From an optimization exercise on the open Yosys and OpenROAD flow, aimed at small area, a short achievable clock period and few clock cycles per item; shortcuts taken in it are not production practice. Where RTL was checked, it was by simulation tests only, not by an equivalence proof against the original.

==> inputs of v3 <==
==> flow/design.v (excerpt) <==
module qyuqyu_f64op (
    input  wire        clk,
    input  wire        rst,
    input  wire        req_valid,
    output wire        req_ready,
    input  wire [3:0]  req_op,
    input  wire [63:0] req_a,
    input  wire [63:0] req_b,
    output wire        rsp_valid,
    input  wire        rsp_ready,
    output wire [63:0] rsp_y,
    output wire [63:0] rsp_z,
    output wire        rsp_ill
);
==> flow/config.mk <==
export PLATFORM = sky130hd
export DESIGN_NAME = qyuqyu_f64op
export DESIGN_NICKNAME = qyuqyu_f64op
export VERILOG_FILES = /design/flow/design.v
export SDC_FILE = /design/flow/constraint.sdc
export NUM_CORES = 4
export LEC_CHECK = 0
export CAP_MARGIN = 20
export CORE_MARGIN = 2
export CORE_UTILIZATION = 50
export PLACE_DENSITY = 0.65
export SETUP_SLACK_MARGIN = 3
export SLEW_MARGIN = 20
==> flow/constraint.sdc <==
create_clock -name core_clock -period 10.0 [get_ports {clk}]
set_input_delay 2.0000 -clock core_clock [delete_from_list [all_inputs] [get_ports {clk}]]
set_output_delay 2.0000 -clock core_clock [all_outputs]
set_load 0.01 [all_outputs]
run.sh (not shown) runs the stock make flow with config.mk's settings and CLKGATE_MAP_FILE= SYNTH_SCRIPT=/design/flow/synth_recipe.tcl, a recipe that flattens the netlist after the stock synthesis.
==> v1 (differences from v3) <==
--- a/flow/design.v
+++ b/flow/design.v
@@ -7,35 +7,35 @@
     input  wire [63:0] req_a,
     input  wire [63:0] req_b,
     output wire        rsp_valid,
     input  wire        rsp_ready,
     output wire [63:0] rsp_y,
     output wire [63:0] rsp_z,
     output wire        rsp_ill
 );
-    localparam integer SQ_K = 4;                       
-    localparam integer SQ_M = (54 + SQ_K - 1) / SQ_K;  
-    localparam integer SQ_N = SQ_K * SQ_M;             
+    localparam integer SQ_K = 3;                       
+    localparam integer SQ_M = 54 / SQ_K;               
+    localparam integer SQ_N = 54;                      
     localparam integer SQ_W = SQ_N + 4;                
     localparam [3:0] OP_ABS = 4'h0, OP_MIN = 4'h1, OP_MAX = 4'h2, OP_MODF = 4'h3,
                      OP_FLOOR = 4'h4, OP_CEIL = 4'h5, OP_TRUNC = 4'h6,
                      OP_ROUND = 4'h7, OP_SQRT = 4'h8;
     localparam [63:0] PINF = 64'h7FF0000000000000;
     localparam [63:0] NINF = 64'hFFF0000000000000;
     localparam [63:0] ONE  = 64'h3FF0000000000000;
     localparam [63:0] QNAN = 64'h7FF8000000000001;
     reg         rdy_q;       
     reg         busy_q;      
     reg         vld_q;       
     reg         f_abs, f_mm, f_max, f_modf, f_floor, f_ceil, f_round, f_sqrt, f_res;
     reg  [63:0] a_q, b_q;
     reg  [63:0] y_q, z_q;
     reg         ill_q;
-    reg  [SQ_M+1:0] ph;      
+    reg  [4:0]  cnt;         
     assign req_ready = rdy_q;
     assign rsp_valid = vld_q;
     assign rsp_y     = y_q;
     assign rsp_z     = z_q;
     assign rsp_ill   = ill_q;
     wire is_sqrt = f_sqrt;
     wire [10:0] r_e     = req_a[62:52];
     wire [51:0] r_m     = req_a[51:0];
@@ -124,22 +124,24 @@
     wire [53:0] m2     = e_odd ? {norm_m, 1'b0} : {1'b0, norm_m};
     wire [10:0] sq_e1w = a_ez ? sq_e1s : sq_e1n;
     wire [SQ_N:0]   sq_s  = y_q[SQ_N:0];
     wire [SQ_N:0]   sq_sm = a_q[SQ_N:0];
     wire [SQ_W-1:0] sq_ws = z_q[SQ_W-1:0];
     wire [SQ_W-1:0] sq_wc = b_q[SQ_W-1:0];
     reg  [10:0]     sq_e1;
     reg             sq_sp;       
+    reg  [1:0]      sq_d;        
+    reg           sq_c1, sq_c2;  
     reg  [SQ_N:0] sq_u0;
     integer c;
     always @(*) begin
         sq_u0 = {(SQ_N+1){1'b0}};
         for (c = 1; c <= SQ_M; c = c + 1)
-            sq_u0[SQ_N - 1 - (c - 1) * SQ_K] = ph[c];
+            sq_u0[SQ_N - 1 - (c - 1) * SQ_K] = (c == 1) ? sq_c1 : (c == 2) ? sq_c2 : (cnt == c);
     end
     function [1:0] sq_sel;
         input [SQ_W-1:0] ws, wc;
         reg   [4:0] y;
         begin
             y = ws[SQ_W-2:SQ_N-2] + wc[SQ_W-2:SQ_N-2];
             sq_sel = {y[4] && (y != 5'h1F), !y[4]};
         end
@@ -175,17 +177,17 @@
     reg  [SQ_N:0]   st_u;
     reg  [SQ_W-1:0] st_f, st_a, st_b;
     integer j;
     always @(*) begin
         st_s[0]  = sq_s;
         st_sm[0] = sq_sm;
         st_ws[0] = sq_ws;
         st_wc[0] = sq_wc;
-        st_d[0]  = sq_sel(sq_ws, sq_wc);
+        st_d[0]  = sq_d;
         for (j = 0; j < SQ_K; j = j + 1) begin
             st_u = sq_u0 >> j;
             st_f = sq_f(st_d[j], st_s[j], st_sm[j], st_u);
             st_a = {st_ws[j][SQ_W-2:0], 1'b0};
             st_b = {st_wc[j][SQ_W-2:0], 1'b0};
             st_ws[j+1] = st_a ^ st_b ^ st_f;
             st_wc[j+1] = {((st_a & st_b) | (st_a & st_f) | (st_b & st_f)), st_d[j][0]};
             st_s[j+1]  = (st_d[j][1] ? st_sm[j] : st_s[j])
@@ -194,19 +196,18 @@
                        : (st_sm[j] | ((st_d[j][0] || st_d[j][1]) ? {(SQ_N+1){1'b0}} : st_u));
             st_np = sq_next(2'b01, st_ws[j], st_wc[j], st_s[j], st_sm[j], st_u);
             st_nz = sq_next(2'b00, st_ws[j], st_wc[j], st_s[j], st_sm[j], st_u);
             st_nn = sq_next(2'b10, st_ws[j], st_wc[j], st_s[j], st_sm[j], st_u);
             st_d[j+1] = st_d[j][0] ? st_np : (st_d[j][1] ? st_nn : st_nz);
         end
     end
     wire [SQ_W-1:0] sq_w   = sq_ws + sq_wc;
-    wire [SQ_N:0]   sq_qf  = sq_w[SQ_W-1] ? sq_sm : sq_s;
-    wire [53:0]     q54    = sq_qf[SQ_N-1 -: 54];
-    wire [63:0]     sq_res = {1'b0, sq_e1, q54[52:1]} + {63'd0, q54[0]};
+    wire            sq_inc = sq_s[0] && !sq_w[SQ_W-1];
+    wire [63:0]     sq_res = {1'b0, sq_e1, sq_s[52:1]} + {63'd0, sq_inc};
     reg [63:0] sqrt_y;
     always @(*) begin
         if (!sq_sp)                               sqrt_y = sq_res;
         else if (a_zero || a_nan || !a_s)         sqrt_y = a_q;
         else                                      sqrt_y = QNAN;
     end
     reg [63:0] exec_y, exec_z;
     reg        exec_ill;
@@ -218,17 +219,17 @@
             exec_y   = QNAN;
             exec_z   = QNAN;
             exec_ill = 1'b1;
         end else begin
             exec_y   = f_mm ? mm_y : (f_sqrt ? sqrt_y : int_y);
             exec_z   = f_modf ? modf_z : 64'd0;
         end
     end
-    wire sqrt_last = ph[SQ_M+1];
+    wire sqrt_last = (cnt == SQ_M + 1);
     wire complete  = busy_q && (!is_sqrt || sqrt_last);
     wire accept    = rdy_q && req_valid;
     always @(posedge clk) begin
         if (rst) begin
             rdy_q  <= 1'b1;
             busy_q <= 1'b0;
             vld_q  <= 1'b0;
         end else begin
@@ -243,31 +244,35 @@
             if (vld_q && rsp_ready) begin
                 vld_q  <= 1'b0;
                 rdy_q  <= 1'b1;
             end
         end
     end
     always @(posedge clk) begin
         if (busy_q && is_sqrt) begin
-            ph <= {ph[SQ_M:0], 1'b0};
-            if (ph[0]) begin
+            cnt <= cnt + 5'd1;
+            sq_c1 <= (cnt == 5'd0);
+            sq_c2 <= sq_c1 && (cnt != 5'd0);
+            if (cnt == 5'd0) begin
                 y_q[SQ_N:0]   <= {1'b1, {SQ_N{1'b0}}};
                 if (!(a_zero || a_nonf || a_s))
                     a_q[SQ_N:0] <= {(SQ_N+1){1'b0}};
                 z_q[SQ_W-1:0] <= {4'b1111, m2, {(SQ_N-54){1'b0}}};
                 b_q[SQ_W-1:0] <= {SQ_W{1'b0}};
                 sq_e1         <= sq_e1w;
+                sq_d          <= sq_sel({4'b1111, m2, {(SQ_N-54){1'b0}}}, {SQ_W{1'b0}});
                 sq_sp         <= a_zero || a_nonf || a_s;
             end else begin
                 y_q[SQ_N:0]   <= st_s[SQ_K];
                 if (!sq_sp)
                     a_q[SQ_N:0] <= st_sm[SQ_K];
                 z_q[SQ_W-1:0] <= st_ws[SQ_K];
                 b_q[SQ_W-1:0] <= st_wc[SQ_K];
+                sq_d          <= st_d[SQ_K];
             end
         end
         if (!rst && accept) begin
             f_abs   <= (req_op == OP_ABS);
             f_mm    <= (req_op == OP_MIN) || (req_op == OP_MAX);
             f_max   <= (req_op == OP_MAX);
             f_modf  <= (req_op == OP_MODF);
             f_floor <= (req_op == OP_FLOOR);
@@ -285,17 +290,17 @@
             e_1022 <= (r_e == 11'd1022);
             f_nz   <= |(r_m & r_fmask[51:0]);
             rnd_up <= r_rbit && (r_rstk || r_rlsb);
             b_zero <= (req_b[62:0] == 63'd0);
             b_nan  <= r_bnf && !r_bmz;
             b_inf  <= r_bnf && r_bmz;
             m_lt   <= (req_a[62:0] < req_b[62:0]);
             m_eq   <= (req_a[62:0] == req_b[62:0]);
-            ph   <= {{(SQ_M+1){1'b0}}, 1'b1};
+            cnt  <= 5'd0;
         end
         if (!rst && complete) begin
             y_q   <= exec_y;
             z_q   <= exec_z;
             ill_q <= exec_ill;
         end
     end
 endmodule
==> flow/config.mk (replaced) <==
export PLATFORM = sky130hd
export DESIGN_NAME = qyuqyu_f64op
export DESIGN_NICKNAME = qyuqyu_f64op
export VERILOG_FILES = /design/flow/design.v
export SDC_FILE = /design/flow/constraint.sdc
export NUM_CORES = 4
export LEC_CHECK = 0
export CAP_MARGIN = 20
export CORE_MARGIN = 2
export CORE_UTILIZATION = 40
export PLACE_DENSITY = 0.55
export SETUP_SLACK_MARGIN = 5
export SLEW_MARGIN = 20
export TNS_END_PERCENT = 5
==> run notes <==
Cell Rows 119; DP Worst Slack roughly 2.6 ns; Synth Area in Simple Gates between 10% and 20%; die width approximately 330 um; Inst Count DP about 6.9k; status complete, no violations; GP Congestion roughly 1.1; synth cell count leaders nand2_1 (639), o21ai_0 (566), a21oi_1 (475), nor2_1 (475), clkbuf_1 (375); Post-Syn Area about 43000 um2; overall global routing resource usage a little over half; mux cell area share after synthesis under 10%; net count after synthesis around 6.1k; met2 Usage GRT 76.1%; post-DP HPWL approximately 210 mm
That was v1.
==> run notes <==
Sink Count 310; Netlist cell types around 110; net count after synthesis around 7.0k; overall global routing resource usage between 60 and 70%; synth cell count leaders nand2_1 (787), o21ai_0 (623), nor2_1 (592); Cell Rows ~110; Stopped at global routing (5_1_grt); largest family of logic cells by synthesized area compound AO/OA/AOI/OAI gates; IO buf count 266; GR peak layer met2; Post-Syn Area around 48000 um2; DP Worst Slack 1.22 ns; error message [ERROR GRT-0232] Routing congestion too high. Check the congestion heatmap in the GUI.; die width between 300 and 400 um; status aborted with a tool error; GP Congestion roughly 1.2; post-DP HPWL about 220 mm; Synth Area in Simple Gates approximately a fifth; met2 Usage GRT 78.7%; compound-cell area share of the yosys netlist a little over a quarter; Post-CTS Hold Buffers 0; mux cell area share after synthesis under 10%
That was v3.
Testbench counts of v1, summed over its fixed seeds: cycles 122,806, items 24,000.
Only the layout flow was run in v3; the RTL was not checked for function there.

-- re-timing with driven ports --
The flow's constraints put no driver on any port. The routed layout listed below was extracted and timed again, unchanged, in two steps.
Step 1 sets driving cells, clkbuf_16 on the clock port and buf_2 on the other inputs (assumed; they add their load-dependent delay and slew).
Step 2, shift: input delay + t, output delay - t, t = (earliest + latest rising clock arrival at the registers) / 2. This alone moves slack from input paths to output paths.
Three values: ideal ports, drivers, drivers and shift; two values: the first two.
run: v1
t, ns: 0.738
setup slack, ns: 3.928 / 3.928 / 3.315
worst hold slack (ns): 0.544 / 0.544 / 0.544
worst setup path at the end: input to register
cell pins on the clock port's net: 1
After both steps v1 still meets setup and hold. For v1, drivers alone change the setup slack by 0.000 ns; drivers and shift together by -0.613 ns.
